This is an optimization exercise on Yosys and OpenROAD, whose aim is small area, a short achievable clock period and few clock cycles, not a production implementation.
Function was checked by simulation only, so behaviour that the tests miss may differ from the original.
In every run shown here, the design's own scripts or RTL, not TritonCTS, make the clock network.
The flow treats the clock pin as an ideal source. Dropping or thinning the clock tree relies on that and would not hold on a real chip.
Power is estimated from default activity; no workload was simulated.

**flow/config.mk**
```make
export PLATFORM = sky130hd
export DESIGN_NAME = zre_rot
export DESIGN_NICKNAME = zre_rot
export VERILOG_FILES = /design/flow/design.v
export SDC_FILE = /design/flow/constraint.sdc
export NUM_CORES = 4
export LEC_CHECK = 0
export CAP_MARGIN = 5
export CORE_MARGIN = 2
export CORE_UTILIZATION = 65
export PLACE_DENSITY = 0.75
export SLEW_MARGIN = 5
export SYNTH_MEMORY_MAX_BITS = 4096
export BUFFER_PORTS_ARGS = -buffer_cell sky130_fd_sc_hd__buf_2
export PRE_CTS_TCL = /design/flow/flow/manual_cts.tcl
export SETUP_SLACK_MARGIN = 7.25
```
**flow/constraint.sdc**
```tcl
create_clock -name core_clock -period 10.0 [get_ports {clk}]
set_input_delay 2.0000 -clock core_clock [delete_from_list [all_inputs] [get_ports {clk}]]
set_output_delay 2.0000 -clock core_clock [all_outputs]
set_load 0.01 [all_outputs]
```
**flow/design.v**
```verilog
module zre_rot (
    input  wire       clk,
    input  wire       rst,
    input  wire       start,
    input  wire [1:0] mode,
    input  wire [4:0] width,      
    input  wire [4:0] height,     
    input  wire       pix_valid,
    input  wire       pix,
    output reg        out_valid,
    output reg  [7:0] out_byte,
    output reg        out_last
);
    reg [1:0]  cfg_mode;
    reg [3:0]  wm1, hm1;           
    reg        busy;               
    reg        in_act;             
    reg [3:0]  ic;                 
    reg [3:0]  oc;                 
    reg        m0_pend;            
    reg        k;                  
    reg [3:0]  p;                  
    reg [4:0]  q;                  
    reg [15:0] col [0:15];
    reg        pv, px;
    reg        fresh;
    always @(posedge clk) begin
        pv    <= pix_valid;
        px    <= pix;
        fresh <= start & ~busy;
    end
    wire m_none = (cfg_mode == 2'd0);
    wire m_cw   = (cfg_mode == 2'd1);
    wire m_180  = (cfg_mode == 2'd3);
    wire transp = cfg_mode[0] ^ cfg_mode[1];
    wire in_done = busy & ~in_act;
    wire [3:0] owm1 = transp ? hm1 : wm1;         
    wire [3:0] ohm1 = transp ? wm1 : hm1;         
    reg        s2;                                 
    wire [3:0] icz = ic ^ {4{m_180}};
    wire [3:0] ic_step = ic ^ {&icz[2:0], &icz[1:0], icz[0], 1'b1};
    wire [3:0] ocz = oc ^ {4{m_cw}};
    wire [3:0] oc_step = oc ^ {&ocz[2:0], &ocz[1:0], ocz[0], 1'b1};
    wire [3:0] pz = p ^ {4{m_cw}};
    wire [3:0] p_step = p ^ {&pz[2:0], &pz[1:0], pz[0], 1'b1};
    wire [4:0] q_inc = q ^ {&q[3:0], &q[2:0], &q[1:0], q[0], 1'b1};
    wire [4:0] q_dec = q ^ {~|q[3:0], ~|q[2:0], ~|q[1:0], ~q[0], 1'b1};
    wire [3:0] w_m1 = width[3:0] ^ {~|width[2:0], ~|width[1:0], ~width[0], 1'b1};
    wire [3:0] h_m1 = height[3:0] ^ {~|height[2:0], ~|height[1:0], ~height[0], 1'b1};
    wire we      = pv & in_act;
    wire row_end = m_180 ? (ic == 4'd0) : (ic == wm1);
    wire last_y  = m_cw ? (oc == 4'd0) : (oc == hm1);
    wire [3:0] wc = transp ? oc : ic;
    integer i;
    always @(posedge clk) begin
        for (i = 0; i < 16; i = i + 1)
            if (we && wc == i[3:0])
                col[i] <= {col[i][14:0], px};
    end
    wire ready    = m_none ? m0_pend : (m_cw ? ~q[4] : in_done);
    wire emit     = busy & ready;
    wire row_last = m_cw ? (p == 4'd0) : (p == ohm1);
    wire k_end    = (k == s2);
    wire row_adv  = emit & ~m_none & k_end;
    wire last_b   = m_none ? in_done : (k_end & row_last);
    reg [7:0] rd;
    integer b;
    always @(*) begin
        for (b = 0; b < 8; b = b + 1) begin
            if (k)
                rd[7 - b] = col[8 + b][p];
            else if (b == 0)
                rd[7 - b] = col[0][m_cw ? q[3:0] : p];
            else
                rd[7 - b] = col[b][p];
            if (!((~k & owm1[3]) | (b[2:0] <= owm1[2:0])))
                rd[7 - b] = 1'b0;
        end
    end
    wire q_up = we & (oc == 4'd0);                 
    wire q_dn = busy & ~q[4] & k_end;              
    always @(posedge clk) begin
        if (rst) begin
            busy      <= 1'b0;
            in_act    <= 1'b0;
            m0_pend   <= 1'b0;
            out_valid <= 1'b0;
        end else begin
            out_valid <= emit;
            m0_pend   <= we & m_none & ((ic[2:0] == 3'd7) | row_end);
            if (!busy) begin
                busy   <= start;
                in_act <= start;
            end else begin
                if (we && row_end && last_y) in_act <= 1'b0;
                if (emit && last_b) busy <= 1'b0;
            end
        end
    end
    always @(posedge clk) begin
        out_byte <= rd;
        out_last <= last_b;
        if (!busy) begin
            cfg_mode <= mode;
            wm1      <= w_m1;
            hm1      <= h_m1;
            k        <= 1'b0;
            q        <= 5'h1f;
        end else if (fresh) begin
            ic       <= m_180 ? wm1 : 4'd0;
            oc       <= m_cw ? hm1 : 4'd0;
            p        <= m_cw ? wm1 : 4'd0;
            s2       <= transp ? hm1[3] : wm1[3];
        end else begin
            if (we) begin
                ic <= row_end ? (m_180 ? wm1 : 4'd0) : ic_step;
                if (row_end)
                    oc <= oc_step;
                if (m_none) k <= ic[3];
            end
            if (emit && !m_none) begin
                k <= ~k & s2;
                if (k_end)
                    p <= p_step;
            end
            if (q_up && !q_dn)
                q <= q_inc;
            else if (q_dn && !q_up)
                q <= q_dec;
        end
    end
endmodule
```
**flow/flow/run.sh**
```bash
#!/bin/bash
# The standard ORFS layout (standard.sh: standard synthesis, floorplan,
# placement, CTS, routing) with a few settings of its steps changed:
#  - port buffers are plain buffers (buf_2) instead of the delay cells that
#    buffer_ports picks by itself,
#  - the clock tree is a balanced two-level tree of clkbuf_16 built by
#    flow/manual_cts.tcl (PRE_CTS_TCL) instead of TritonCTS,
#  - repair_timing aims at 7.25 ns of setup slack on the design's 10 ns clock
#    (the SDC is the standard flow's, unchanged).
# make's full output goes to standard.log; ORFS keeps each step's log under
# orfs/logs/.
set -euo pipefail
cat >> config.mk <<EOC
export BUFFER_PORTS_ARGS = -buffer_cell sky130_fd_sc_hd__buf_2
export PRE_CTS_TCL = $PWD/flow/manual_cts.tcl
export SETUP_SLACK_MARGIN = 7.25
EOC
bash standard.sh > standard.log 2>&1
```
**flow/flow/manual_cts.tcl**
```tcl
# Clock tree for this design, used in place of TritonCTS (sourced as
# PRE_CTS_TCL by ORFS's cts.tcl, it replaces the clock_tree_synthesis command).
#
# Two buffer levels, both balanced: the register clock pins are split into
# NB2 clusters of (nearly) equal size by k-means, each driven by one leaf
# buffer at the cluster's centre; the leaf buffers are split the same way
# into NB1 groups, each driven by one mid buffer that the clock port drives.
# The clock port thus drives NB1 (<= 4) buffer inputs.
# Two-level clock tree: port -> NB1 mid buffers -> NB2 leaf buffers -> register clock pins.
proc kmeans {pts nb iters} {
  # pts: list of {x y}; returns list of assignments and centres
  set n [llength $pts]
  set sorted [lsort -real -index 0 $pts]
  set cx {}; set cy {}
  for {set k 0} {$k < $nb} {incr k} {
    set s [lindex $sorted [expr {int(($k + 0.5) * $n / $nb)}]]
    lappend cx [lindex $s 0]; lappend cy [lindex $s 1]
  }
  for {set iter 0} {$iter < $iters} {incr iter} {
    set assign {}
    foreach s $pts {
      set best 0; set bd 1e30
      for {set k 0} {$k < $nb} {incr k} {
        set d [expr {hypot([lindex $s 0]-[lindex $cx $k], [lindex $s 1]-[lindex $cy $k])}]
        if {$d < $bd} {set bd $d; set best $k}
      }
      lappend assign $best
    }
    set sx [lrepeat $nb 0.0]; set sy [lrepeat $nb 0.0]; set cnt [lrepeat $nb 0]
    foreach s $pts a $assign {
      lset sx $a [expr {[lindex $sx $a] + [lindex $s 0]}]
      lset sy $a [expr {[lindex $sy $a] + [lindex $s 1]}]
      lset cnt $a [expr {[lindex $cnt $a] + 1}]
    }
    for {set k 0} {$k < $nb} {incr k} {
      if {[lindex $cnt $k] > 0} {
        lset cx $k [expr {[lindex $sx $k] / [lindex $cnt $k]}]
        lset cy $k [expr {[lindex $sy $k] / [lindex $cnt $k]}]
      }
    }
  }
  return [list $assign $cx $cy $cnt]
}


proc balance {pts nb la lcx lcy lcnt extra} {
  # rebalance: greedy capacity-limited assignment to the k-means centres,
  # then recentre, a few rounds
  set n [llength $pts]
  set cap [expr {($n + $nb - 1) / $nb + $extra}]
  for {set round 0} {$round < 6} {incr round} {
    set triples {}
    set i 0
    foreach s $pts {
      for {set k 0} {$k < $nb} {incr k} {
        lappend triples [list [expr {hypot([lindex $s 0]-[lindex $lcx $k], [lindex $s 1]-[lindex $lcy $k])}] $i $k]
      }
      incr i
    }
    set la [lrepeat $n -1]
    set lcnt [lrepeat $nb 0]
    foreach t [lsort -real -index 0 $triples] {
      lassign $t d i k
      if {[lindex $la $i] >= 0 || [lindex $lcnt $k] >= $cap} continue
      lset la $i $k
      lset lcnt $k [expr {[lindex $lcnt $k] + 1}]
    }
    set sx [lrepeat $nb 0.0]; set sy [lrepeat $nb 0.0]
    foreach s $pts a $la {
      lset sx $a [expr {[lindex $sx $a] + [lindex $s 0]}]
      lset sy $a [expr {[lindex $sy $a] + [lindex $s 1]}]
    }
    for {set k 0} {$k < $nb} {incr k} {
      if {[lindex $lcnt $k] > 0} {
        lset lcx $k [expr {[lindex $sx $k] / [lindex $lcnt $k]}]
        lset lcy $k [expr {[lindex $sy $k] / [lindex $lcnt $k]}]
      }
    }
  }
  return [list $la $lcx $lcy $lcnt]
}

proc add_buf {block master name in_net cx cy} {
  set inst [odb::dbInst_create $block $master $name]
  set net [odb::dbNet_create $block "${name}_net"]
  $net setSigType CLOCK
  [$inst findITerm A] connect $in_net
  [$inst findITerm X] connect $net
  $inst setLocation [expr {int($cx)}] [expr {int($cy)}]
  $inst setPlacementStatus PLACED
  return $net
}

proc manual_cts2 {nb1 nb2 midbuf leafbuf} {
  set db [ord::get_db]
  set block [ord::get_db_block]
  set clk_net [$block findNet clk]
  $clk_net setSigType CLOCK
  set sinks {}; set pts {}
  foreach it [$clk_net getITerms] {
    set bb [[$it getInst] getBBox]
    lappend sinks $it
    lappend pts [list [expr {([$bb xMin]+[$bb xMax])/2.0}] [expr {([$bb yMin]+[$bb yMax])/2.0}]]
  }
  lassign [kmeans $pts $nb2 60] la lcx lcy lcnt
  lassign [balance $pts $nb2 $la $lcx $lcy $lcnt 1] la lcx lcy lcnt
  puts "manual_cts2: leaf cluster sizes $lcnt"
  set lpts {}
  for {set k 0} {$k < $nb2} {incr k} { lappend lpts [list [lindex $lcx $k] [lindex $lcy $k]] }
  lassign [kmeans $lpts $nb1 60] ma mcx mcy mcnt
  lassign [balance $lpts $nb1 $ma $mcx $mcy $mcnt 0] ma mcx mcy mcnt
  puts "manual_cts2: mid cluster sizes $mcnt"
  set mm [$db findMaster $midbuf]
  set lm [$db findMaster $leafbuf]
  for {set m 0} {$m < $nb1} {incr m} {
    set mnet($m) [add_buf $block $mm "clkbuf_mid_$m" $clk_net [lindex $mcx $m] [lindex $mcy $m]]
  }
  for {set k 0} {$k < $nb2} {incr k} {
    set lnet($k) [add_buf $block $lm "clkbuf_leaf_$k" $mnet([lindex $ma $k]) [lindex $lcx $k] [lindex $lcy $k]]
  }
  foreach it $sinks a $la {
    $it disconnect
    $it connect $lnet($a)
  }
}

set ::mcts_nb1 4
set ::mcts_nb2 10
rename clock_tree_synthesis __tritoncts_clock_tree_synthesis
proc clock_tree_synthesis {args} {
  manual_cts2 $::mcts_nb1 $::mcts_nb2 sky130_fd_sc_hd__clkbuf_16 sky130_fd_sc_hd__clkbuf_16
}
```
**flow/standard.sh**
```bash
#!/bin/bash
# synth_recipe.tcl (not shown) runs the flow's synth.tcl, then flattens the netlist and writes it again
# the make line also repeats each setting of config.mk as NAME=value (left out here)
make -C /OpenROAD-flow-scripts/flow DESIGN_CONFIG=/design/flow/config.mk WORK_HOME=/design/flow/orfs CLKGATE_MAP_FILE= SYNTH_SCRIPT=/design/flow/synth_recipe.tcl "${@:-finish}"
```
==> metrics.md, run 1 <==
| Metric | Value |
|---|---|
| Synth cell types | `51` |
| First-pass GRT wire length | `35600 microns` |
| I/O Buffers | `24` |
| CP startpoint kind | `register` |
| Setup Skew | `0.0304 ns` |
| Leakage | `0.00426 uW` |
| GPL Wtd Cong | `0.805` |
| Worst Path Buf+Inv | `1` |
| Vias | `6374` |
| Largest net degree at the start of global routing | `52` |
| Crit path DAT | `0.77 ns` |
| Worst Hold End | `col[10][13]` |
| Vias in the first global route | `6302` |
| CTS clk-pin slew, worst paths | `0.11 ns` |
| Die Area | `20400 sq um` |
| IO Pins | `27` |
| Hold path depth | `0` |
| # DRC | `0` |
| WL/cell | `23.2 microns` |
| GRT Total Usage | `22.3%` |
| Row count | `50` |
| Post-synth EDFFs | `279` |
| Period Utilization, post-route | `27.7%` |
| Worst Hold Launch | `col[10][12]` |
| Drt first-iter violations | `595` |
| Synthesized flop and latch total | `301` |
| Most frequent cells in the layout | `edfxtp_1, mux4_2, nor2_1, nand2_1, buf_4` |
| Syn Area/Cell | `17.6 sq um` |
| Post-synth ARST share | `0%` |
| Worst-skew pair later-pin latency | `0.32 ns` |
| Commonest non-fill, non-tap cell in the layout | `edfxtp_1` |
| R2R Path Start | `cfg_mode[1]` |
| Slowest cell on crit path | `dfxtp_1` |
| Rel. slew slack | `45.6%` |
| Area of the multi-input gates | `3430 sq um` |
| Vias per cell | `6.62` |
| PwrDens | `163 nW/um^2` |
| Max Clk Rate | `0.362 GHz` |
| Seq/Total Area, Yosys | `70.6%` |
| Post-layout minimum cycle time | `2.77 ns` |
| RSZ-0062 raised after global routing | `true` |
| Gr ovfl total | `0` |
| Max Fanout on Critical Path | `1` |
| Dpl hpwl | `14200 microns` |
| TNS Setup | `0 ns` |
| Core area | `18800 sq um` |
| Critical Setup Path Class | `register to output pin` |
| Critical Path Max Stage Delay | `0.33 ns` |
| Final Setup Violations | `0` |
| Max-cap check violation count | `0` |
| Dominant synthesized flop cell | `edfxtp_1` |
| Maximum VDD drop | `0.135 mV` |
| Hold Slack | `0.449 ns` |
| Setup slack, reg-to-reg | `7.51 ns` |
| Area growth syn-to-layout | `6.71%` |
| Ys Warns | `2` |
| Crit. End Element | `output pin` |
| Cells after synthesis | `710` |
| Antenna cells | `0` |
| Drt pass-1 iters | `5` |
| CTS Hold Bufs | `0` |
| Chip height | `143 microns` |
| Post-route ant nets | `0` |
| Seq. cell area | `8830 sq um` |
| Final max-slew violation count | `0` |
| Share of cells above drive strength 1 | `21.9%` |
| Critical Path RT | `8.00 ns` |
| Reg2Reg Depth | `8` |
| Top Family by Delay on Critical Path | `flip-flops` |
| Post-synthesis cell area | `12500 sq um` |
| Synthesized Nets | `736` |
| Hold Vio Cnt, Final | `0` |
| Placed cell count | `947` |
| Slew at the pin with the worst max-slew slack | `0.815 ns` |
| Status | `no timing/DRC/antenna violations` |
| HP Class | `register to register` |
| CP Cell Sequence | `buf_2` |
| R2R Path End | `out_byte[7]` |
| Layout Nets | `757` |
| Starting density of the core | `66.6%` |
| Die X | `143 microns` |
| Final wirelength | `22300 microns` |
| Initial antenna violation count | `0` |
| Finished Layout Cells | `963` |
| Fillers | `1163` |
## synth_stat cells, types with 2 or more instances
cell type,number,area (sq um)
o22ai_1,9,56.3
o21ai_0,15,75.1
o21ai_1,10,50.1
nor2_1,42,158
buf_4,3,22.5
buf_2,12,60.1
mux2i_1,18,180
nor2b_1,11,68.8
nor3_1,5,25.0
dfxtp_1,22,440
mux2_2,13,146
xnor2_1,17,149
and3b_1,2,17.5
nand2b_1,9,56.3
mux4_2,67,1510
buf_1,4,15.0
nor3b_1,5,37.5
xor2_1,9,78.8
nand4_1,3,18.8
a31oi_1,5,31.3
a22o_1,2,17.5
a32oi_1,2,17.5
buf_6,7,78.8
ha_1,9,113
a21oi_1,13,65.1
nand3_1,13,65.1
nand3b_1,2,15.0
inv_1,23,86.3
edfxtp_1,279,8380
a22oi_1,4,30.0
and3_1,5,31.3
nand2_1,27,101
a211oi_1,12,90.1
clkbuf_1,14,52.6
## flip-flops by register name, summed over array words and instances (netlist names), 2 cells and up
signal / flops
col: 256
out_byte: 8
q: 5
hm1: 4
ic: 4
oc: 4
p: 4
wm1: 4
cfg_mode: 2
## layout make-up
type | count | share of cell area, %
inverter | 23 | 0.685
multi-input combinational | 345 | 25.7
sequential | 301 | 66.2
buffer | 14 | 2.63
timing repair buffer | 46 | 2.60
tap | 234 | 2.20
## worst max path at each step
stage,endpoint,start,slack (ns),depth (start not counted)
floorplan,col[11][0],cfg_mode[0],7.17,9
global placement,col[1][15],cfg_mode[0],6.78,5
detailed placement,col[1][13],cfg_mode[0],6.58,5
CTS,wm1[3],width[0],7.21,5
global route,out_byte[4],out_byte[4],7.20,1
finish,out_byte[4],out_byte[4],7.23,1
## kinds of logic (layout without fill, tap and decap cells)
kind of cell / Yosys count / in the layout / share of synthesized area, %
DFF: 301 / 301 / 70.6
and+or+nand+nor: 129 / 129 / 5.10
muxes: 100 / 100 / 14.9
AOI/OAI and AO/OA: 81 / 81 / 4.06
buffers and inverters: 64 / 83 / 2.68
xor gates and xnor gates: 26 / 26 / 1.82
adders and majority gates: 9 / 9 / 0.901
## routing by layer
metal,vias to the layer above,global-route usage [%],share of wire [%]
met5,-,0,0
met4,0,3.39,1.8
met3,32,2.52,5.7
met2,213,35.3,48
met1,3310,35.2,45
li1,2819,-,-
## what timing repair did
action / CTS / global route
pin swaps: 4 / 0
cloned: 0 / 0
endpoints found under the setup margin: 43 / 55
gates resized for setup: 22 / 13
buffers inserted: 1 / 1
## report_power, final
| group | leakage [uW] | switching (uW) | internal [uW] |
|---|---|---|---|
| Clock | 0.000173 | 327 | 254 |
| Sequential | 0.00271 | 23.5 | 1380 |
| Combinational | 0.00138 | 101 | 90.1 |
## through the flow
stage               setup slack (ns)  area, sq um  util [%]  power, uW
global placement                6.78        12800      68.4       1610
detailed placement              6.58        12800      68.4       1610
finish                          7.23        13300      71.1       2180
global route                    7.20        13300      71.1       2240
CTS                             7.21        13300      70.7       2070
floorplan                       7.17        12500         -       1560
Testbench counts, summed over its fixed seeds: cycles 92,706.
==> run 2, diff against run 1 <==
--- a/flow/flow/manual_cts.tcl
+++ b/flow/flow/manual_cts.tcl
@@ -125,7 +125,7 @@
 }
 
 set ::mcts_nb1 4
-set ::mcts_nb2 10
+set ::mcts_nb2 14
 rename clock_tree_synthesis __tritoncts_clock_tree_synthesis
 proc clock_tree_synthesis {args} {
   manual_cts2 $::mcts_nb1 $::mcts_nb2 sky130_fd_sc_hd__clkbuf_16 sky130_fd_sc_hd__clkbuf_16
==> run 2 against run 1 <==
  * Sequential power is essentially flat
  * Setup slack gained 0.0037 ns
  * Sequential share of layout area shrank 0.52 points
  * Clock skew shrank 0.0098 ns
  * Via count shrank 0.24%
  * Design area grew 0.81%
  * Power grew 3.9%
  * Flip-flop and latch count is the same
  * First-iteration DRC count shrank 9.2%
  * Highest routed layer unchanged
==> metrics.md, run 2 <==
| Metric | Value |
|---|---|
| Max Fanout on Critical Path | `1 (unchanged)` |
| Post-route ant nets | `0 (unchanged)` |
| Post-route core utilization | `71.6% (+0.57 points)` |
| Vias per cell | `6.58 (-0.65%)` |
| IO Pins | `27 (unchanged)` |
| Setup Skew | `0.0206 ns (-0.00975 ns)` |
| Gr ovfl total | `0 (unchanged)` |
| CP startpoint kind | `register` |
| Vias in the first global route | `6434 (+2.1%)` |
| Area growth syn-to-layout | `7.57%` |
| Top cells by count, synth | `edfxtp_1, mux4_2, nor2_1` |
| Hold Vio Cnt, Final | `0 (unchanged)` |
| Worst-skew pair later-pin latency | `0.31 ns (about the same)` |
| WL/cell | `23.3 microns (+0.72%)` |
| Post-synthesis cell area | `12500 sq um (unchanged)` |
| Syn Area/Cell | `17.6 sq um (unchanged)` |
| Die X | `143 microns (unchanged)` |
| Placed cell count | `947 (unchanged)` |
| Post-synth top area share | `67.0% (unchanged)` |
| TNS Setup | `0 ns (unchanged)` |
| I/O Buffers | `24 (unchanged)` |
| Crit. End Element | `output pin` |
| Top post-synthesis cells by area | `edfxtp_1, mux4_2, dfxtp_1` |
| PwrDens | `168 nW/um^2 (+3.1%)` |
| Critical Path Max Stage Delay | `0.34 ns (about the same)` |
| Most frequent cells in the layout | `edfxtp_1, mux4_2, nor2_1, nand2_1, buf_4` |
| Total power | `2260 uW (+3.9%)` |
| Largest net degree at the start of global routing | `52 (unchanged)` |
| Crit path DAT | `0.76 ns (about the same)` |
| Drt first-iter violations | `540 (-9.2%)` |
| Critical Setup Path Class | `register to output pin` |
| CTS clk-pin slew, worst paths | `0.08 ns (-0.03 ns)` |
| Die Area | `20400 sq um (unchanged)` |
| Dpl hpwl | `14200 microns (unchanged)` |
| Synthesized Nets | `736 (unchanged)` |
| Final max-slew violation count | `0 (unchanged)` |
| Max-cap check violation count | `0 (unchanged)` |
| GRT Total Usage | `22.6% (+0.31 points)` |
| Finished Layout Cells | `967 (+0.42%)` |
| Post-synth EDFFs | `279 (unchanged)` |
| Antenna cells | `0 (unchanged)` |
| Period Utilization, post-route | `27.6% (-0.037 points)` |
| Share of cells above drive strength 1 | `22.5% (+0.56 points)` |
| Synthesized flop and latch total | `301 (unchanged)` |
| Fillers | `1145 (-1.5%)` |
| Commonest non-fill, non-tap cell in the layout | `edfxtp_1` |
| Top Family by Delay on Critical Path | `flip-flops` |
| Worst Path Buf+Inv | `1 (unchanged)` |
| Slew at the pin with the worst max-slew slack | `0.829 ns (+0.0140 ns)` |
| Rel. slew slack | `44.6% (-0.95 points)` |
| Slowest cell on crit path | `dfxtp_2` |
| Biggest regs | `col (256), out_byte (8), q (5)` |
| Most common cell in the netlist | `edfxtp_1` |
| Row count | `50 (unchanged)` |
| Core area | `18800 sq um (unchanged)` |
| Post-synth ARST share | `0% (unchanged)` |
| Reg with most FFs | `col` |
| GPL Wtd Cong | `0.805 (unchanged)` |
| Chip height | `143 microns (unchanged)` |
| Starting density of the core | `66.6% (unchanged)` |
| Dominant synthesized flop cell | `edfxtp_1` |
| Initial antenna violation count | `0 (unchanged)` |
| Max reg flops | `256 (unchanged)` |
| Status | `no timing/DRC/antenna violations` |
| HP Class | `register to register` |
| Cells after synthesis | `710 (unchanged)` |
| Largest area contributor in the netlist | `edfxtp_1` |
| Final wirelength | `22600 microns (+1.1%)` |
| Setup slack, reg-to-reg | `7.47 ns (-0.04 ns)` |
| Ys Warns | `2 (unchanged)` |
| Synth cell types | `51 (unchanged)` |
| Final Setup Violations | `0 (unchanged)` |
| Vias | `6359 (-0.24%)` |
| First-pass GRT wire length | `36000 microns (+1.1%)` |
| # DRC | `0 (unchanged)` |
| CP Cell Sequence | `buf_6` |
| Leakage | `0.00431 uW (+1.2%)` |
| Drt pass-1 iters | `5 (unchanged)` |
| RSZ-0062 raised after global routing | `true` |
| Max Clk Rate | `0.362 GHz (+0.13%)` |
| Maximum VDD drop | `0.141 mV (+4.8%)` |
| Seq/Total Area, Yosys | `70.6% (unchanged)` |
| Layout Nets | `761 (+0.53%)` |
| Post-layout minimum cycle time | `2.76 ns (-0.00370 ns)` |
| Critical Path RT | `8.00 ns (about the same)` |
## run 2: cell counts after synthesis
Identical to the previous run, type by type.
## run 2: logic make-up after synthesis
family / count (synthesis) / share of synthesized area, %
flip-flops: 301 / 70.6
adder cells (fa/ha/maj): 9 / 0.901
AO/OA/AOI/OAI: 81 / 4.06
buffers and inverters: 64 / 2.68
AND/OR/NAND/NOR: 129 / 5.10
XOR/XNOR: 26 / 1.82
multiplexers: 100 / 14.9
## run 2: final cells by class
cell class              instances  area, sq um  share of cell area [%]
multi-input cells             345         3430                    25.5
repair buffers                 46          353                    2.62
flip-flops and latches        301         8830                    65.7
plain buffers                  18          450                    3.35
inverters                      23         91.3                   0.679
well taps                     234          293                    2.18
## run 2: repair_timing
action | 4_1_cts | 5_1_grt
setup buffers | 1 | 1
pin swaps | 4 | 0
endpoints found under the setup margin | 43 | 62
endpoints found under the hold margin | 0 | 0
hold buffers | 0 | 0
gates resized for setup | 22 | 15
## run 2: power by group
part / total, uW / internal, uW / switching [uW] / leakage [uW]
sequential: 1410 / 1380 / 24.0 / 0.00271
clock: 665 / 323 / 342 / 0.000222
combinational: 192 / 91.3 / 101 / 0.00138
total: 2260 / 1800 / 467 / 0.00431
## run 2: worst register-to-register path, cell delays in order (launching register included)
cell and delay [ns]:
dfxtp_4 0.54, buf_8 0.50, mux4_2 0.65, mux4_2 0.50
o22ai_1 0.17, nor3_1 0.08
## run 2: final timing paths
path	startpoint	end	depth (start not counted)
worst max-delay path	out_byte[1]	out_byte[1]	1
worst min-delay path	col[5][0]	col[5][1]	0
worst max register to register	k	out_byte[5]	5
worst min register to register	col[5][0]	col[5][1]	0
## run 2: stage by stage
stage / hold slack, ns / cell area (sq um) / setup slack (ns)
2_1_floorplan: 0.418 / 12500 / 7.17
3_3_place_gp: 0.426 / 12800 / 6.78
3_5_place_dp: 0.429 / 12800 / 6.58
4_1_cts: 0.430 / 13400 / 7.21
5_1_grt: 0.446 / 13400 / 7.22
6_report: 0.443 / 13400 / 7.24
## run 2: per-layer routing
layer	vias up	global-route usage, %	wire [microns]
met3	33	2.38	1130
met2	198	36.1	10800
met5	-	0	0
li1	2821	-	-
met1	3307	35.0	10100
met4	0	4.69	510
==> run 3, diff against run 2 <==
--- a/flow/flow/manual_cts.tcl
+++ b/flow/flow/manual_cts.tcl
@@ -125,7 +125,7 @@
 }
 
 set ::mcts_nb1 4
-set ::mcts_nb2 14
+set ::mcts_nb2 12
 rename clock_tree_synthesis __tritoncts_clock_tree_synthesis
 proc clock_tree_synthesis {args} {
   manual_cts2 $::mcts_nb1 $::mcts_nb2 sky130_fd_sc_hd__clkbuf_16 sky130_fd_sc_hd__clkbuf_16
--- a/flow/config.mk
+++ b/flow/config.mk
@@ -8,7 +8,7 @@
 export CAP_MARGIN = 5
 export CORE_MARGIN = 2
 export CORE_UTILIZATION = 65
-export PLACE_DENSITY = 0.75
+export PLACE_DENSITY = 0.65
 export SLEW_MARGIN = 5
 export SYNTH_MEMORY_MAX_BITS = 4096
 export BUFFER_PORTS_ARGS = -buffer_cell sky130_fd_sc_hd__buf_2
==> run 3 against run 2 <==
  * Global-route usage decreased by 0.067 points
  * Design area down 0.36%
  * Cell count is 0.62% lower
  * Maximum frequency is 0.19% higher
  * Worst hold slack better by 0.0029 ns
  * Combinational power fell by 2%
  * Critical endpoint is now out_byte[4]
==> metrics.md, run 3 <==
| Metric | Value |
|---|---|
| Final wirelength | `22200 microns (-1.4%)` |
| Most common cell in the netlist | `edfxtp_1` |
| Largest net degree at the start of global routing | `60 (+15%)` |
| I/O Buffers | `24 (unchanged)` |
| Max Fanout on Critical Path | `1 (unchanged)` |
| Syn Area/Cell | `17.6 sq um (unchanged)` |
| Worst Hold Launch | `col[14][14]` |
| Post-synth ARST share | `0% (unchanged)` |
| Die X | `143 microns (unchanged)` |
| Slew at the pin with the worst max-slew slack | `1.09 ns (+0.265 ns)` |
| Chip height | `143 microns (unchanged)` |
| Post-synthesis cell area | `12500 sq um (unchanged)` |
| Vias in the first global route | `6270 (-2.5%)` |
| Hold Vio Cnt, Final | `0 (unchanged)` |
| Worst Path Buf+Inv | `1 (unchanged)` |
| Max Clk Rate | `0.363 GHz (+0.19%)` |
| Post-route ant nets | `0 (unchanged)` |
| Ys Warns | `2 (unchanged)` |
| R2R Path Start | `cfg_mode[1]` |
| Maximum VDD drop | `0.148 mV (+4.9%)` |
| Commonest non-fill, non-tap cell in the layout | `edfxtp_1` |
| Total power | `2220 uW (-1.9%)` |
| Slowest cell on crit path | `dfxtp_2` |
| Dominant synthesized flop cell | `edfxtp_1` |
| Max reg flops | `256 (unchanged)` |
| Setup Skew | `0.0215 ns (+0.000899 ns)` |
| Drt pass-1 iters | `5 (unchanged)` |
| Vias | `6238 (-1.9%)` |
| CTS clk-pin slew, worst paths | `0.09 ns (about the same)` |
| Critical Path RT | `8.00 ns (about the same)` |
| Die Area | `20400 sq um (unchanged)` |
| Reg with most FFs | `col` |
| Gr ovfl total | `0 (unchanged)` |
| Post-synth top area share | `67.0% (unchanged)` |
| Rel. slew slack | `26.3% (-18 points)` |
| Max-cap check violation count | `0 (unchanged)` |
| Post-layout minimum cycle time | `2.76 ns (-0.00520 ns)` |
| Synth cell types | `51 (unchanged)` |
| Worst-skew pair later-pin latency | `0.31 ns (about the same)` |
| Critical Path Max Stage Delay | `0.34 ns (about the same)` |
| Seq/Total Area, Yosys | `70.6% (unchanged)` |
| Share of cells above drive strength 1 | `22.4% (-0.089 points)` |
| Setup slack, reg-to-reg | `7.38 ns (-0.09 ns)` |
| Top cells by count, synth | `edfxtp_1, mux4_2, nor2_1` |
| Crit. End Element | `output pin` |
| Period Utilization, post-route | `27.6% (-0.052 points)` |
| Worst Setup SP | `out_byte[4]` |
| HP Class | `register to register` |
| Antenna cells | `0 (unchanged)` |
| Dpl hpwl | `14400 microns (+1.5%)` |
| Crit path DAT | `0.76 ns (about the same)` |
| Cells after synthesis | `710 (unchanged)` |
| GPL Wtd Cong | `0.854 (+6.1%)` |
| IO Pins | `27 (unchanged)` |
| PwrDens | `166 nW/um^2 (-1.5%)` |
| Hold path depth | `0 (unchanged)` |
| Post-synth EDFFs | `279 (unchanged)` |
| Drt first-iter violations | `508 (-5.9%)` |
| Vias per cell | `6.49 (-1.3%)` |
| Core area | `18800 sq um (unchanged)` |
| CP startpoint kind | `register` |
| GRT Total Usage | `22.5% (-0.067 points)` |
| CP Cell Sequence | `buf_6` |
| Area growth syn-to-layout | `7.18%` |
| Starting density of the core | `66.6% (unchanged)` |
| Synthesized Nets | `736 (unchanged)` |
| Top post-synthesis cells by area | `edfxtp_1, mux4_2, dfxtp_1` |
| Critical Setup Path Class | `register to output pin` |
| Row count | `50 (unchanged)` |
| TNS Setup | `0 ns (unchanged)` |
| # DRC | `0 (unchanged)` |
| Most frequent cells in the layout | `edfxtp_1, mux4_2, nor2_1, nand2_1, mux2i_1` |
| RSZ-0062 raised after global routing | `true` |
| Biggest regs | `col (256), out_byte (8), q (5)` |
| R2R Path End | `out_byte[7]` |
| Largest area contributor in the netlist | `edfxtp_1` |
| Synthesized flop and latch total | `301 (unchanged)` |
| Layout Nets | `755 (-0.79%)` |
| Reg2Reg Depth | `8 (+3)` |
| Top Family by Delay on Critical Path | `flip-flops` |
| First-pass GRT wire length | `36000 microns (-0.17%)` |
| Worst Hold End | `col[14][15]` |
| Final Setup Violations | `0 (unchanged)` |
| Final max-slew violation count | `0 (unchanged)` |
| Initial antenna violation count | `0 (unchanged)` |
| Hold Slack | `0.446 ns (+0.00286 ns)` |
| Status | `no timing/DRC/antenna violations` |
| Leakage | `0.00427 uW (-0.87%)` |
| WL/cell | `23.1 microns (-0.77%)` |
==> run 3: cell count changes in the layout (fill, tap and decap cells not counted), sizes merged <==
cell    delta
buf        -4
clkbuf     -2
==> run 3: repair_timing <==
action                                  in CTS  in global routing
endpoints found under the setup margin      75                112
hold buffers                                 0                  0
pin swaps                                    4                  0
buffers inserted                             0                  0
resized for setup                           26                 21
==> run 3: worst register-to-register path: stages, from the launching register on <==
cell and delay (ns):
edfxtp_1 0.40, inv_1 0.13, ha_1 0.16, buf_4 0.32, mux2i_2 0.51, mux4_2 0.56
nand2_1 0.08, nor4bb_1 0.26, a211oi_1 0.09
==> run 3: worst max path at each step <==
stage / endpoint / slack [ns] / cells after the start
after global routing: out_byte[7] / 7.22 / 8
after CTS: hm1[3] / 7.21 / 5
after detailed placement: col[2][15] / 6.67 / 5
after floorplan: col[11][0] / 7.17 / 9
after global placement: col[10][15] / 6.80 / 5
final: out_byte[4] / 7.24 / 1
==> run 3: where the power goes <==
part / switching (uW) / leakage [uW] / total (uW) / internal (uW)
logic: 95.4 / 0.00137 / 188 / 92.6
clock network: 333 / 0.000197 / 621 / 289
registers: 28.2 / 0.00271 / 1410 / 1380
==> run 3: logic make-up (layout without fill, tap and decap cells) <==
| logic type | Yosys count | after routing | share of synthesized area (%) |
|---|---|---|---|
| buf+inv | 64 | 81 | 2.68 |
| compound gates | 81 | 81 | 4.06 |
| fa+ha+maj | 9 | 9 | 0.901 |
| xor+xnor | 26 | 26 | 1.82 |
| flops | 301 | 301 | 70.6 |
| mux | 100 | 100 | 14.9 |
| simple gates | 129 | 129 | 5.10 |
==> run 3: cell type report <==
type                       instances  area (sq um)
buffer                            16           400
fill                            1195          5370
inverter                          23          93.8
multi-input combinational        345          3430
sequential                       301          8830
tap                              234           293
timing repair buffer              42           349
==> run 3: per-stage QoR <==
step	setup WS [ns]	std cells	util [%]	instance area [sq um]
finish	7.24	961	71.4	13400
global route	7.22	961	71.4	13400
CTS	7.21	961	71.0	13300
detailed placement	6.67	945	68.3	12800
global placement	6.80	945	68.3	12800
floorplan	7.17	710	-	12500
==> run 3: layer usage <==
metal / global-route usage [%] / wire length [microns]
met3: 1.84 / 842
met5: 0 / 0
met2: 35.6 / 10600
met1: 36.4 / 10400
met4: 2.97 / 351
==> run 4, diff against run 3 <==
--- a/flow/config.mk
+++ b/flow/config.mk
@@ -7,8 +7,8 @@
 export LEC_CHECK = 0
 export CAP_MARGIN = 5
 export CORE_MARGIN = 2
-export CORE_UTILIZATION = 65
-export PLACE_DENSITY = 0.65
+export CORE_UTILIZATION = 70
+export PLACE_DENSITY = 0.8
 export SLEW_MARGIN = 5
 export SYNTH_MEMORY_MAX_BITS = 4096
 export BUFFER_PORTS_ARGS = -buffer_cell sky130_fd_sc_hd__buf_2
==> run 4 against run 3 <==
  * Combinational power is 2% higher
  * Setup slack worse by 0.026 ns
  * Via count is 3.0% higher
  * Maximum frequency is 0.93% lower
  * Worst hold slack worse by 0.021 ns
  * Critical path depth stayed put
  * Core utilization is 5.7 points higher
  * Clock power hardly changed
  * Cell count is 0.73% lower
  * Highest routed layer unchanged
  * Register-to-register slack worse by 0.05 ns
==> metrics.md, run 4 <==
| Metric | Value |
|---|---|
| Starting density of the core | `72.0% (+5.4 points)` |
| GPL Wtd Cong | `0.831 (-2.7%)` |
| Setup Skew | `0.0234 ns (+0.00191 ns)` |
| Post-synth top area share | `67.0% (unchanged)` |
| Post-Place Worst Slack | `6.78 ns (+0.106 ns)` |
| CP Cell Sequence | `buf_6` |
| Drt pass-1 iters | `5 (unchanged)` |
| Final max-slew violation count | `0 (unchanged)` |
| Synth cell types | `51 (unchanged)` |
| Critical Setup Path Class | `register to output pin` |
| Maximum VDD drop | `0.173 mV (+17%)` |
| RSZ-0062 raised after global routing | `true` |
| Seq/Total Area, Yosys | `70.6% (unchanged)` |
| Leakage | `0.00428 uW (+0.13%)` |
| Slowest cell on crit path | `dfxtp_2` |
| Reg with most FFs | `col` |
| Top post-synthesis cells by area | `edfxtp_1, mux4_2, dfxtp_1` |
| Synthesized flop and latch total | `301 (unchanged)` |
| Vias | `6428 (+3.0%)` |
| Most frequent cells in the layout | `edfxtp_1, mux4_2, nor2_1, nand2_1` |
| Layout Nets | `757 (+0.26%)` |
| Largest net degree at the start of global routing | `57 (-5.0%)` |
| Area growth syn-to-layout | `7.10% (about the same)` |
| Critical Path Max Stage Delay | `0.37 ns (+0.03 ns)` |
| Vias per cell | `6.74 (+3.8%)` |
| Top Family by Delay on Critical Path | `flip-flops` |
| Share of cells above drive strength 1 | `22.5% (+0.076 points)` |
| TNS Setup | `0 ns (unchanged)` |
| Chip height | `138 microns (-3.5%)` |
| Period Utilization, post-route | `27.8% (+0.26 points)` |
| Final wirelength | `23000 microns (+3.6%)` |
| Commonest non-fill, non-tap cell in the layout | `edfxtp_1` |
| Post-layout minimum cycle time | `2.78 ns (+0.0257 ns)` |
| Dpl hpwl | `14800 microns (+2.6%)` |
| Initial antenna violation count | `0 (unchanged)` |
| Post-synth EDFFs | `279 (unchanged)` |
| Synthesized Nets | `736 (unchanged)` |
| Critical Path RT | `8.00 ns (about the same)` |
| Post-route ant nets | `0 (unchanged)` |
| Post-route core utilization | `77.1% (+5.7 points)` |
| Slew at the pin with the worst max-slew slack | `0.889 ns (-0.205 ns)` |
| Crit. End Element | `output pin` |
| Gr ovfl total | `0 (unchanged)` |
| Drt first-iter violations | `600 (+18%)` |
| Ys Warns | `2 (unchanged)` |
| Antenna cells | `0 (unchanged)` |
| I/O Buffers | `24 (unchanged)` |
| IO Pins | `27 (unchanged)` |
| Most common cell in the netlist | `edfxtp_1` |
| Cells after synthesis | `710 (unchanged)` |
| Max-cap check violation count | `0 (unchanged)` |
| WL/cell | `24.2 microns (+4.4%)` |
| Dominant synthesized flop cell | `edfxtp_1` |
| PwrDens | `166 nW/um^2 (+0.22%)` |
| Hold Vio Cnt, Final | `0 (unchanged)` |
| Status | `no timing/DRC/antenna violations` |
| Biggest regs | `col (256), out_byte (8), q (5)` |
| Max Clk Rate | `0.359 GHz (-0.93%)` |
| Die Area | `18900 sq um (-6.9%)` |
| Post-synth ARST share | `0% (unchanged)` |
| Row count | `48 (-4.0%)` |
| Largest area contributor in the netlist | `edfxtp_1` |
| Worst Path Buf+Inv | `1 (unchanged)` |
| Max Fanout on Critical Path | `1 (unchanged)` |
| Final worst setup slack | `7.22 ns (-0.0257 ns)` |
| Core area | `17400 sq um (-7.5%)` |
| GRT Total Usage | `24.5% (+1.9 points)` |
| CTS Hold Bufs | `0 (unchanged)` |
| Worst-skew pair later-pin latency | `0.31 ns (about the same)` |
| Top cells by count, synth | `edfxtp_1, mux4_2, nor2_1` |
| First-pass GRT wire length | `35700 microns (-0.90%)` |
| Syn Area/Cell | `17.6 sq um (unchanged)` |
| Post-synthesis cell area | `12500 sq um (unchanged)` |
| Final Setup Violations | `0 (unchanged)` |
| CTS clk-pin slew, worst paths | `0.10 ns (about the same)` |
| Crit path DAT | `0.78 ns (+0.02 ns)` |
| HP Class | `register to register` |
| Die X | `138 microns (-3.5%)` |
| Vias in the first global route | `6409 (+2.2%)` |
| CP startpoint kind | `register` |
| Rel. slew slack | `40.5% (+14 points)` |
| # DRC | `0 (unchanged)` |
| Max reg flops | `256 (unchanged)` |
## run 4: cell types whose count changed in the layout (fill, tap and decap cells not counted), sizes merged
cell | previous run | this run
buf | 42 | 44
## run 4: logic make-up (layout without fill, tap and decap cells)
logic type               count (synthesis)  count (layout)  synth area share, %
flip-flops                             301             301                 70.6
adder cells (fa/ha/maj)                  9               9                0.901
AO/OA/AOI/OAI                           81              81                 4.06
AND/OR/NAND/NOR                        129             129                 5.10
buffers and inverters                   64              83                 2.68
multiplexers                           100             100                 14.9
XOR/XNOR                                26              26                 1.82
## run 4: report_power, final
group | internal (uW) | leakage (uW) | switching (uW) | total, uW
Clock | 289 | 0.000197 | 334 | 622
Sequential | 1380 | 0.00271 | 26.4 | 1410
Combinational | 91.9 | 0.00137 | 100 | 192
## run 4: final timing paths
path                  to         from  slack [ns]  cells past startpoint
max reg2reg  out_byte[0]  cfg_mode[0]        7.33                      8
min            col[0][6]    col[0][5]        0.42                      0
max          out_byte[1]  out_byte[1]        7.22                      1
min reg2reg    col[0][6]    col[0][5]        0.42                      0
## run 4: worst register-to-register path: stages (launching register included)
cell	delay, ns
edfxtp_1	0.40
inv_1	0.06
ha_2	0.63
mux2i_1	0.45
nor2_1	0.12
a211oi_1	0.45
nor2_1	0.19
o211ai_1	0.14
a211oi_1	0.09
## run 4: timing repair
item                                   in CTS  in global routing
gates resized for setup                    23                 19
endpoints found under the hold margin       0                  0
setup buffers                               2                  0
pin swaps                                   4                  0
cloned                                      0                  0
setup endpoints to repair                  76                 24
## run 4: metrics by stage
stage	power, uW	area [sq um]	std cells	hold slack, ns
floorplan	1560	12500	710	0.418
global placement	1600	12800	936	0.424
detailed placement	1610	12800	936	0.427
CTS	2110	13300	954	0.428
global route	2290	13400	954	0.442
finish	2220	13400	954	0.425
## run 4: layout make-up
| cell class | instances | area (sq um) |
|---|---|---|
| plain buffers | 16 | 400 |
| fillers | 958 | 3970 |
| inverters | 23 | 91.3 |
| multi-input cells | 345 | 3430 |
| flip-flops and latches | 301 | 8830 |
| well taps | 225 | 282 |
| repair buffers | 44 | 350 |
## run 4: per-layer routing
| metal | GRT usage (%) | up-vias | share of wire [%] | wire length (microns) |
|---|---|---|---|---|
| met5 | 0 | - | 0 | 0 |
| met4 | 4.87 | 0 | 2.1 | 486 |
| met3 | 1.80 | 32 | 5.8 | 1330 |
| met2 | 39.4 | 257 | 49 | 11300 |
| met1 | 38.1 | 3311 | 43 | 9910 |
| li1 | - | 2828 | - | - |
==> run 5, diff against run 4 <==
--- a/flow/config.mk
+++ b/flow/config.mk
@@ -7,8 +7,8 @@
 export LEC_CHECK = 0
 export CAP_MARGIN = 5
 export CORE_MARGIN = 2
-export CORE_UTILIZATION = 70
-export PLACE_DENSITY = 0.8
+export CORE_UTILIZATION = 60
+export PLACE_DENSITY = 0.7
 export SLEW_MARGIN = 5
 export SYNTH_MEMORY_MAX_BITS = 4096
 export BUFFER_PORTS_ARGS = -buffer_cell sky130_fd_sc_hd__buf_2
==> run 5 against run 4 <==
  * Power about the same
  * Flip-flop and latch count is the same
  * Largest cell class unchanged
  * Global-route usage down 3.9 points
  * Synthesized cell count stayed put
  * Critical path depth is the same
  * Highest routed layer unchanged
  * Sequential power about the same
  * Register-to-register slack better by 0.14 ns
  * Setup slack improved by 0.017 ns
  * Maximum frequency grew 0.63%
==> metrics.md, run 5 <==
| Metric | Value |
|---|---|
| Final worst setup slack | `7.24 ns (+0.0173 ns)` |
| CTS clk-pin slew, worst paths | `0.11 ns (about the same)` |
| CTS Hold Bufs | `0 (unchanged)` |
| Hold Slack | `0.425 ns (+0.000711 ns)` |
| Initial antenna violation count | `0 (unchanged)` |
| Largest net degree at the start of global routing | `44 (-23%)` |
| R2R Path End | `out_byte[7]` |
| Antenna cells | `0 (unchanged)` |
| Slew at the pin with the worst max-slew slack | `0.866 ns (-0.0234 ns)` |
| Post-layout minimum cycle time | `2.76 ns (-0.0173 ns)` |
| Crit. End Element | `output pin` |
| I/O Buffers | `24 (unchanged)` |
| Post-synthesis compound-gate area fraction | `4.06% (unchanged)` |
| Period Utilization, post-route | `27.6% (-0.17 points)` |
| Finished Layout Cells | `1001 (+4.9%)` |
| Setup Skew | `0.0430 ns (+0.0196 ns)` |
| Hold path depth | `0 (unchanged)` |
| Largest area contributor in the netlist | `edfxtp_1` |
| Reg2Reg Depth | `8 (unchanged)` |
| Critical Setup Path Class | `register to output pin` |
| Post-synth EDFFs | `279 (unchanged)` |
| Commonest non-fill, non-tap cell in the layout | `edfxtp_1` |
| Setup slack, reg-to-reg | `7.47 ns (+0.14 ns)` |
| Multiplexer share of the synthesized area | `14.9% (unchanged)` |
| Switch share | `20.9% (+0.16 points)` |
| Synthesized flop and latch total | `301 (unchanged)` |
| Gr ovfl total | `0 (unchanged)` |
| Seq/Total Area, Yosys | `70.6% (unchanged)` |
| Post-Place Worst Slack | `7.08 ns (+0.302 ns)` |
| Critical Path RT | `8.00 ns (about the same)` |
| Worst Path Buf+Inv | `1 (unchanged)` |
| GRT Total Usage | `20.6% (-3.9 points)` |
| Maximum VDD drop | `0.113 mV (-35%)` |
| Final wirelength | `22700 microns (-1.6%)` |
| GPL Wtd Cong | `0.799 (-3.9%)` |
| Dpl hpwl | `14100 microns (-4.5%)` |
| Synth cell types | `51 (unchanged)` |
| Layout Nets | `759 (+0.26%)` |
| Top post-synthesis cells by area | `edfxtp_1, mux4_2, dfxtp_1` |
| CP Cell Sequence | `buf_6` |
| Cells after synthesis | `710 (unchanged)` |
| Area of the multi-input gates | `3420 sq um (-0.36%)` |
| Ys Warns | `2 (unchanged)` |
| Post-synth ARST share | `0% (unchanged)` |
| Rel. slew slack | `42.3% (+1.8 points)` |
| RSZ-0062 raised after global routing | `true` |
| Critical Path Max Stage Delay | `0.34 ns (-0.03 ns)` |
| Final Setup Violations | `0 (unchanged)` |
| PwrDens | `166 nW/um^2 (-0.32%)` |
| R2R Path Start | `cfg_mode[1]` |
| Max-cap check violation count | `0 (unchanged)` |
| Vias | `6268 (-2.5%)` |
| Final max-slew violation count | `0 (unchanged)` |
| Main combinational cell family by area after synthesis | `multiplexers` |
| Max Clk Rate | `0.362 GHz (+0.63%)` |
| XOR/XNOR share of the synthesized area | `1.82% (unchanged)` |
| Vias in the first global route | `6238 (-2.7%)` |
| Vias per cell | `6.26 (-7.1%)` |
| Reg with most FFs | `col` |
| Worst-skew pair later-pin latency | `0.32 ns (about the same)` |
| Drt first-iter violations | `554 (-7.7%)` |
| IO Pins | `27 (unchanged)` |
| Combinational power share | `8.4% (-0.2 points)` |
| Hold Vio Cnt, Final | `0 (unchanged)` |
| Sequential power share | `63.3% (about the same)` |
| Chip height | `148 microns (+7.8%)` |
| Status | `no timing/DRC/antenna violations` |
| Top Family by Delay on Critical Path | `flip-flops` |
| Post-route ant nets | `0 (unchanged)` |
| Most common cell in the netlist | `edfxtp_1` |
| Psw | `464 uW (+0.86%)` |
| Post-synth top area share | `67.0% (unchanged)` |
| Starting density of the core | `61.4% (-11 points)` |
| Biggest regs | `col (256), out_byte (8), q (5)` |
| Placed cell count | `984 (+5.1%)` |
| Leakage | `0.00429 uW (+0.26%)` |
| CP startpoint kind | `register` |
| Share of cells above drive strength 1 | `22.0% (-0.47 points)` |
| Post-synthesis cell area | `12500 sq um (unchanged)` |
| Core area | `20400 sq um (+17%)` |
| Pint | `1760 uW (-0.14%)` |
| Top cells by count, synth | `edfxtp_1, mux4_2, nor2_1` |
| Row count | `52 (+8.3%)` |
| Worst Hold Launch | `col[5][12]` |
| Drt pass-1 iters | `4 (-1)` |
| Max Fanout on Critical Path | `1 (unchanged)` |
| Dominant synthesized flop cell | `edfxtp_1` |
| Synth Area in Simple Gates | `5.10% (unchanged)` |
| First-pass GRT wire length | `35700 microns (about the same)` |
| Most frequent cells in the layout | `edfxtp_1, mux4_2, nor2_1, nand2_1, buf_4` |
| Syn Area/Cell | `17.6 sq um (unchanged)` |
| Worst Hold End | `col[5][13]` |
| Synth Area in Adders | `0.901% (unchanged)` |
| HP Class | `register to register` |
| Seq. cell area | `8830 sq um (about the same)` |
| TNS Setup | `0 ns (unchanged)` |
| Area growth syn-to-layout | `7.52%` |
| Crit path DAT | `0.76 ns (-0.02 ns)` |
| Max reg flops | `256 (unchanged)` |
| Slowest cell on crit path | `dfxtp_2` |
| # DRC | `0 (unchanged)` |
| Die X | `148 microns (+7.8%)` |
| WL/cell | `22.7 microns (-6.2%)` |
| Fillers | `1353 (+41%)` |
| Clk pwr share | `28.3% (+0.3 points)` |
| Synthesized Nets | `736 (unchanged)` |
| Die Area | `22000 sq um (+16%)` |
-- run 5: final cells by class --
class	count	share of cell area [%]
Tap cell	270	2.51
Sequential cell	301	65.7
Timing Repair Buffer	46	2.69
Multi-Input combinational cell	345	25.4
Buffer	16	2.98
Inverter	23	0.680
-- run 5: worst max-delay path by stage --
stage                start          end  slack [ns]  depth (start not counted)
6_report       out_byte[6]  out_byte[6]        7.24                          1
5_1_grt        out_byte[3]  out_byte[3]        7.20                          1
3_5_place_dp             k  out_byte[1]        7.08                          5
4_1_cts           width[0]       wm1[3]        7.20                          5
3_3_place_gp             k  out_byte[4]        7.04                          6
2_1_floorplan  cfg_mode[0]   col[11][0]        7.17                          9
-- run 5: cell families after synthesis --
logic type	after synthesis
AO/OA/AOI/OAI	81
XOR/XNOR	26
adder cells (fa/ha/maj)	9
buffers and inverters	64
flip-flops	301
multiplexers	100
AND/OR/NAND/NOR	129
-- run 5: timing repair --
item,in CTS,in global routing
setup buffers,0,1
pin swaps,4,0
endpoints found under the setup margin,24,15
gates resized for setup,18,14
-- run 5: power groups by stage --
stage | combinational (uW) | sequential [uW] | clock, uW
6_report | 188 | 1410 | 629
5_1_grt | 205 | 1410 | 685
4_1_cts | 181 | 1440 | 496
3_5_place_dp | 175 | 1440 | 0
3_3_place_gp | 172 | 1430 | 0
2_1_floorplan | 136 | 1420 | 0
-- run 5: routing by layer --
layer	wire length (microns)	track usage [%]	part of all wire (%)
met2	10900	32.9	48
met5	0	0	0
met3	969	2.12	4.3
met4	294	2.52	1.3
met1	10600	32.6	47
-- run 5: per-stage QoR --
step / util [%] / total power, uW / cell area, sq um
floorplan: - / 1560 / 12500
global placement: 63.3 / 1610 / 12900
detailed placement: 63.3 / 1610 / 12900
CTS: 65.6 / 2110 / 13400
global route: 66.0 / 2300 / 13400
finish: 66.0 / 2230 / 13400
==> run 6, diff against run 5 <==
--- a/flow/flow/run.sh
+++ b/flow/flow/run.sh
@@ -5,7 +5,7 @@
 #    buffer_ports picks by itself,
 #  - the clock tree is a balanced two-level tree of clkbuf_16 built by
 #    flow/manual_cts.tcl (PRE_CTS_TCL) instead of TritonCTS,
-#  - repair_timing aims at 7.25 ns of setup slack on the design's 10 ns clock
+#  - repair_timing aims at 7.0 ns of setup slack on the design's 10 ns clock
 #    (the SDC is the standard flow's, unchanged).
 # make's full output goes to standard.log; ORFS keeps each step's log under
 # orfs/logs/.
@@ -13,6 +13,6 @@
 cat >> config.mk <<EOC
 export BUFFER_PORTS_ARGS = -buffer_cell sky130_fd_sc_hd__buf_2
 export PRE_CTS_TCL = $PWD/flow/manual_cts.tcl
-export SETUP_SLACK_MARGIN = 7.25
+export SETUP_SLACK_MARGIN = 7.0
 EOC
 bash standard.sh > standard.log 2>&1
--- a/flow/config.mk
+++ b/flow/config.mk
@@ -7,10 +7,10 @@
 export LEC_CHECK = 0
 export CAP_MARGIN = 5
 export CORE_MARGIN = 2
-export CORE_UTILIZATION = 60
-export PLACE_DENSITY = 0.7
+export CORE_UTILIZATION = 65
+export PLACE_DENSITY = 0.75
 export SLEW_MARGIN = 5
 export SYNTH_MEMORY_MAX_BITS = 4096
 export BUFFER_PORTS_ARGS = -buffer_cell sky130_fd_sc_hd__buf_2
 export PRE_CTS_TCL = /design/flow/flow/manual_cts.tcl
-export SETUP_SLACK_MARGIN = 7.25
+export SETUP_SLACK_MARGIN = 7.0
==> run 6 against run 5 <==
  * Register-to-register slack worse by 0.23 ns
  * Critical path type unchanged
  * Global-route usage is 1.6 points higher
  * Maximum frequency is 0.49% lower
  * First-iteration DRC count is 48% higher
  * Largest cell class unchanged
  * Design area is 1.4% lower
  * Combinational power down 7%
  * Critical endpoint is now out_byte[2]
  * Still clean on timing, DRC and antenna
==> metrics.md, run 6 <==
| Metric | Value |
|---|---|
| Post-Place Worst Slack | `6.97 ns (-0.114 ns)` |
| Period Utilization, post-route | `27.8% (+0.14 points)` |
| Chip height | `143 microns (-3.8%)` |
| Post-synth ARST share | `0% (unchanged)` |
| I/O Buffers | `24 (unchanged)` |
| Synthesized Nets | `736 (unchanged)` |
| Drt pass-1 iters | `5 (+1)` |
| Post-synthesis compound-gate area fraction | `4.06% (unchanged)` |
| R2R Path End | `out_byte[4]` |
| Commonest non-fill, non-tap cell in the layout | `edfxtp_1` |
| HP Class | `register to register` |
| RSZ-0062 raised after global routing | `false` |
| Most common cell in the netlist | `edfxtp_1` |
| Final Setup Violations | `0 (unchanged)` |
| Top Family by Delay on Critical Path | `flip-flops` |
| Most frequent cells in the layout | `edfxtp_1, mux4_2, nor2_1, nand2_1, buf_2` |
| Dpl hpwl | `14300 microns (+1.5%)` |
| Vias per cell | `6.62 (+5.7%)` |
| Top post-synthesis cells by area | `edfxtp_1, mux4_2, dfxtp_1` |
| IO Pins | `27 (unchanged)` |
| Cells after synthesis | `710 (unchanged)` |
| GRT Total Usage | `22.2% (+1.6 points)` |
| CP startpoint kind | `register` |
| Critical Path Max Stage Delay | `0.34 ns (about the same)` |
| Critical Path RT | `8.00 ns (about the same)` |
| Post-layout minimum cycle time | `2.78 ns (+0.0137 ns)` |
| Crit. End Element | `output pin` |
| Vias in the first global route | `6340 (+1.6%)` |
| Gr ovfl total | `0 (unchanged)` |
| Worst-skew pair later-pin latency | `0.31 ns (about the same)` |
| Post-synth EDFFs | `279 (unchanged)` |
| Initial antenna violation count | `0 (unchanged)` |
| Synth Area in Simple Gates | `5.10% (unchanged)` |
| Worst Hold Launch | `col[12][7]` |
| Leakage | `0.00428 uW (-0.27%)` |
| CTS Hold Bufs | `0 (unchanged)` |
| Max Fanout on Critical Path | `1 (unchanged)` |
| Hold Vio Cnt, Final | `0 (unchanged)` |
| Main combinational cell family by area after synthesis | `multiplexers` |
| Seq/Total Area, Yosys | `70.6% (unchanged)` |
| XOR/XNOR share of the synthesized area | `1.82% (unchanged)` |
| Die Area | `20400 sq um (-7.5%)` |
| Layout Nets | `760 (+0.13%)` |
| GPL Wtd Cong | `0.792 (-0.89%)` |
| Status | `no timing/DRC/antenna violations` |
| Die X | `143 microns (-3.8%)` |
| Largest net degree at the start of global routing | `50 (+14%)` |
| TNS Setup | `0 ns (unchanged)` |
| R2R Path Start | `k` |
| Vias | `6391 (+2.0%)` |
| Starting density of the core | `66.6% (+5.2 points)` |
| Final worst setup slack | `7.22 ns (-0.0137 ns)` |
| Reg2Reg Depth | `6 (-2)` |
| Ys Warns | `2 (unchanged)` |
| Slowest cell on crit path | `dfxtp_1` |
| Post-synth top area share | `67.0% (unchanged)` |
| Biggest regs | `col (256), out_byte (8), q (5)` |
| Final wirelength | `22200 microns (-2.3%)` |
| Largest area contributor in the netlist | `edfxtp_1` |
| Critical Setup Path Class | `register to output pin` |
| Row count | `50 (-3.8%)` |
| Max reg flops | `256 (unchanged)` |
| First-pass GRT wire length | `35300 microns (-1.1%)` |
| CP Cell Sequence | `buf_2` |
| Synth cell types | `51 (unchanged)` |
| Max Clk Rate | `0.360 GHz (-0.49%)` |
| Maximum VDD drop | `0.137 mV (+22%)` |
| Synth Area in Adders | `0.901% (unchanged)` |
| Post-route ant nets | `0 (unchanged)` |
| Final max-slew violation count | `0 (unchanged)` |
| Setup slack, reg-to-reg | `7.24 ns (-0.23 ns)` |
| Max-cap check violation count | `0 (unchanged)` |
| Post-CTS Setup Repair Bufs | `0 (unchanged)` |
| Share of cells above drive strength 1 | `19.9% (-2.1 points)` |
| Rel. slew slack | `42.3% (about the same)` |
| Antenna cells | `0 (unchanged)` |
| Fillers | `1193 (-12%)` |
| Syn Area/Cell | `17.6 sq um (unchanged)` |
| Setup Skew | `0.0265 ns (-0.0165 ns)` |
| Crit path DAT | `0.78 ns (+0.02 ns)` |
| Slew at the pin with the worst max-slew slack | `0.865 ns (-0.000968 ns)` |
| Multiplexer share of the synthesized area | `14.9% (unchanged)` |
| Top cells by count, synth | `edfxtp_1, mux4_2, nor2_1` |
| Core area | `18800 sq um (-7.8%)` |
| Reg with most FFs | `col` |
| Dominant synthesized flop cell | `edfxtp_1` |
| Worst Hold End | `col[12][8]` |
| CTS clk-pin slew, worst paths | `0.10 ns (about the same)` |
| Area growth syn-to-layout | `5.98%` |
| Worst Setup SP | `out_byte[2]` |
| Synthesized flop and latch total | `301 (unchanged)` |
| PwrDens | `166 nW/um^2 (+0.38%)` |
| Post-synthesis cell area | `12500 sq um (unchanged)` |
| Worst Path Buf+Inv | `1 (unchanged)` |
| Drt first-iter violations | `822 (+48%)` |
| WL/cell | `22.9 microns (+1.2%)` |
| Hold path depth | `0 (unchanged)` |
| # DRC | `0 (unchanged)` |
==> run 6: cell types whose count changed in the layout (fill, tap and decap cells not counted), moves of 2 or more <==
cell     delta
buf_2       +9
buf_4       +2
buf_6       -8
dfxtp_1     +5
dfxtp_2     -5
ha_1        +4
ha_4        -5
inv_1       +6
inv_2       -4
inv_4       -2
==> run 6: metrics by stage <==
stage               hold slack (ns)  cells  total power, uW  area [sq um]  util [%]
detailed placement            0.427    950             1610         12800      68.4
floorplan                     0.418    710             1560         12500         -
finish                        0.444    966             2200         13200      70.6
global placement              0.424    950             1610         12800      68.4
CTS                           0.428    966             2110         13200      70.5
global route                  0.457    966             2270         13200      70.6
==> run 6: cell families after synthesis <==
group | after synthesis
xor gates and xnor gates | 26
buffers and inverters | 64
DFF | 301
muxes | 100
adders and majority gates | 9
AOI/OAI and AO/OA | 81
and+or+nand+nor | 129
==> run 6: final cells by class <==
type / instances / area [sq um] / share of cell area (%)
multi-input combinational: 345 / 3350 / 25.3
inverter: 23 / 86.3 / 0.652
buffer: 16 / 400 / 3.02
sequential: 301 / 8820 / 66.6
timing repair buffer: 47 / 297 / 2.24
tap: 234 / 293 / 2.21
==> run 6: routing by layer <==
| metal | GRT usage, % | share of wire, % |
|---|---|---|
| met5 | 0 | 0 |
| met4 | 2.81 | 1.3 |
| met3 | 2.31 | 5.6 |
| met2 | 35.6 | 49 |
| met1 | 35.0 | 44 |
==> run 6: timing repair <==
action / in CTS / in global routing
hold endpoints to repair: 0 / 0
resized for setup: 0 / 2
setup endpoints to repair: 0 / 3
==> run 6: how the worst max path moves through the flow <==
stage | endpoint | depth (start not counted) | slack (ns)
2_1_floorplan | col[11][0] | 9 | 7.17
3_3_place_gp | out_byte[4] | 6 | 7.08
3_5_place_dp | out_byte[4] | 6 | 6.97
4_1_cts | out_byte[4] | 6 | 7.00
5_1_grt | out_byte[4] | 6 | 7.12
6_report | out_byte[2] | 1 | 7.22
==> run 6: where the power goes <==
| group | internal, uW | total (uW) | switching (uW) |
|---|---|---|---|
| logic | 81.0 | 175 | 94.2 |
| registers | 1380 | 1410 | 26.3 |
| clock network | 289 | 619 | 330 |
==> run 7, diff against run 6 <==
--- a/flow/flow/run.sh
+++ b/flow/flow/run.sh
@@ -5,7 +5,7 @@
 #    buffer_ports picks by itself,
 #  - the clock tree is a balanced two-level tree of clkbuf_16 built by
 #    flow/manual_cts.tcl (PRE_CTS_TCL) instead of TritonCTS,
-#  - repair_timing aims at 7.0 ns of setup slack on the design's 10 ns clock
+#  - repair_timing aims at 7.1 ns of setup slack on the design's 10 ns clock
 #    (the SDC is the standard flow's, unchanged).
 # make's full output goes to standard.log; ORFS keeps each step's log under
 # orfs/logs/.
@@ -13,6 +13,6 @@
 cat >> config.mk <<EOC
 export BUFFER_PORTS_ARGS = -buffer_cell sky130_fd_sc_hd__buf_2
 export PRE_CTS_TCL = $PWD/flow/manual_cts.tcl
-export SETUP_SLACK_MARGIN = 7.0
+export SETUP_SLACK_MARGIN = 7.1
 EOC
 bash standard.sh > standard.log 2>&1
--- a/flow/config.mk
+++ b/flow/config.mk
@@ -13,4 +13,4 @@
 export SYNTH_MEMORY_MAX_BITS = 4096
 export BUFFER_PORTS_ARGS = -buffer_cell sky130_fd_sc_hd__buf_2
 export PRE_CTS_TCL = /design/flow/flow/manual_cts.tcl
-export SETUP_SLACK_MARGIN = 7.0
+export SETUP_SLACK_MARGIN = 7.1
==> run 7 against run 6 <==
  * Critical path type unchanged
  * Still clean on timing, DRC and antenna
  * Sequential power barely moved
  * Register-to-register slack hardly changed
  * Wire length decreased by 0.28%
  * Power about the same
  * Clock power about the same
  * Synthesized cell count did not move
  * Largest cell class unchanged
  * Worst hold slack worse by 0.00062 ns
  * Maximum frequency is essentially flat
  * Sequential share of layout area hardly changed
  * First-iteration DRC count decreased by 3.8%
  * Highest routed layer unchanged
  * Synthesized area stayed put
==> metrics.md, run 7 <==
| Metric | Value |
|---|---|
| Hold Slack | `0.443 ns (-0.000616 ns)` |
| Final wirelength | `22100 microns (-0.28%)` |
| Combinational power share | `8.0% (about the same)` |
| Top post-synthesis cells by area | `edfxtp_1, mux4_2, dfxtp_1` |
| Worst Path Buf+Inv | `1 (unchanged)` |
| # DRC | `0 (unchanged)` |
| Post-synth ARST share | `0% (unchanged)` |
| Vias per cell | `6.58 (-0.55%)` |
| Area growth syn-to-layout | `6.04% (about the same)` |
| Layout Nets | `760 (unchanged)` |
| Crit. End Element | `output pin` |
| CP startpoint kind | `register` |
| RSZ-0062 raised after global routing | `false` |
| Post-synthesis cell area | `12500 sq um (unchanged)` |
| Period Utilization, post-route | `27.8% (about the same)` |
| Drt first-iter violations | `791 (-3.8%)` |
| Synthesized Nets | `736 (unchanged)` |
| TNS Setup | `0 ns (unchanged)` |
| Hold Vio Cnt, Final | `0 (unchanged)` |
| Rel. slew slack | `42.9% (+0.64 points)` |
| Biggest regs | `col (256), out_byte (8), q (5)` |
| Critical Path Max Stage Delay | `0.34 ns (about the same)` |
| I/O Buffers | `24 (unchanged)` |
| Worst-skew pair later-pin latency | `0.31 ns (about the same)` |
| Slowest cell on crit path | `dfxtp_1` |
| GPL Wtd Cong | `0.792 (unchanged)` |
| Post-route core utilization | `70.6% (about the same)` |
| Top cells by count, synth | `edfxtp_1, mux4_2, nor2_1` |
| Crit path DAT | `0.78 ns (about the same)` |
| Setup Skew | `0.0246 ns (-0.00188 ns)` |
| Initial antenna violation count | `0 (unchanged)` |
| Post-route ant nets | `0 (unchanged)` |
| Die X | `143 microns (unchanged)` |
| PwrDens | `166 nW/um^2 (about the same)` |
| Max reg flops | `256 (unchanged)` |
| Vias in the first global route | `6325 (-0.24%)` |
| Die Area | `20400 sq um (unchanged)` |
| Syn Area/Cell | `17.6 sq um (unchanged)` |
| Row count | `50 (unchanged)` |
| Dominant synthesized flop cell | `edfxtp_1` |
| Status | `no timing/DRC/antenna violations` |
| CTS clk-pin slew, worst paths | `0.09 ns (about the same)` |
| IO Pins | `27 (unchanged)` |
| Post-layout minimum cycle time | `2.78 ns (+0.00140 ns)` |
| Max-cap check violation count | `0 (unchanged)` |
| Gr ovfl total | `0 (unchanged)` |
| CTS Hold Bufs | `0 (unchanged)` |
| Reg with most FFs | `col` |
| Leakage | `0.00427 uW (-0.13%)` |
## run 7: cell counts after synthesis
No cell type changed its count.
## run 7: repair_timing
item	CTS	global route
setup endpoints to repair	3	5
endpoints found under the hold margin	0	0
resized for setup	4	1
## run 7: cell families after synthesis
kind of cell | count (synthesis) | share of synthesized area (%)
AO/OA/AOI/OAI | 81 | 4.06
XOR/XNOR | 26 | 1.82
adder cells (fa/ha/maj) | 9 | 0.901
buffers and inverters | 64 | 2.68
flip-flops | 301 | 70.6
multiplexers | 100 | 14.9
AND/OR/NAND/NOR | 129 | 5.10
## run 7: worst paths after layout
| path | from | end | depth (start not counted) |
|---|---|---|---|
| setup / recovery | out_byte[2] | out_byte[2] | 1 |
| setup reg to reg | k | out_byte[4] | 6 |
| hold / removal | col[12][7] | col[12][8] | 0 |
| hold reg to reg | col[12][7] | col[12][8] | 0 |
## run 7: layout make-up
type	count	area (sq um)
well taps	234	293
flip-flops and latches	301	8820
repair buffers	47	297
inverters	23	86.3
plain buffers	16	400
multi-input cells	345	3360
fillers	1193	5510
## run 7: per-layer routing
metal	wire, microns	up-vias	track usage, %
met3	1220	21	2.31
met5	0	-	0
met4	303	0	2.81
met1	9690	3294	35.3
li1	-	2831	-
met2	10900	210	35.5
## run 7: through the flow
stage	std cells	area, sq um	setup slack (ns)
after global placement	950	12800	7.08
after floorplan	710	12500	7.17
after CTS	966	13300	7.08
after detailed placement	950	12800	6.97
final	966	13300	7.22
after global routing	966	13300	7.11
## run 7: power groups by stage
stage / clock network [uW] / logic [uW] / registers [uW]
6_report: 619 / 175 / 1410
5_1_grt: 672 / 191 / 1410
4_1_cts: 496 / 176 / 1440
3_5_place_dp: 0 / 175 / 1440
3_3_place_gp: 0 / 171 / 1430
2_1_floorplan: 0 / 136 / 1420
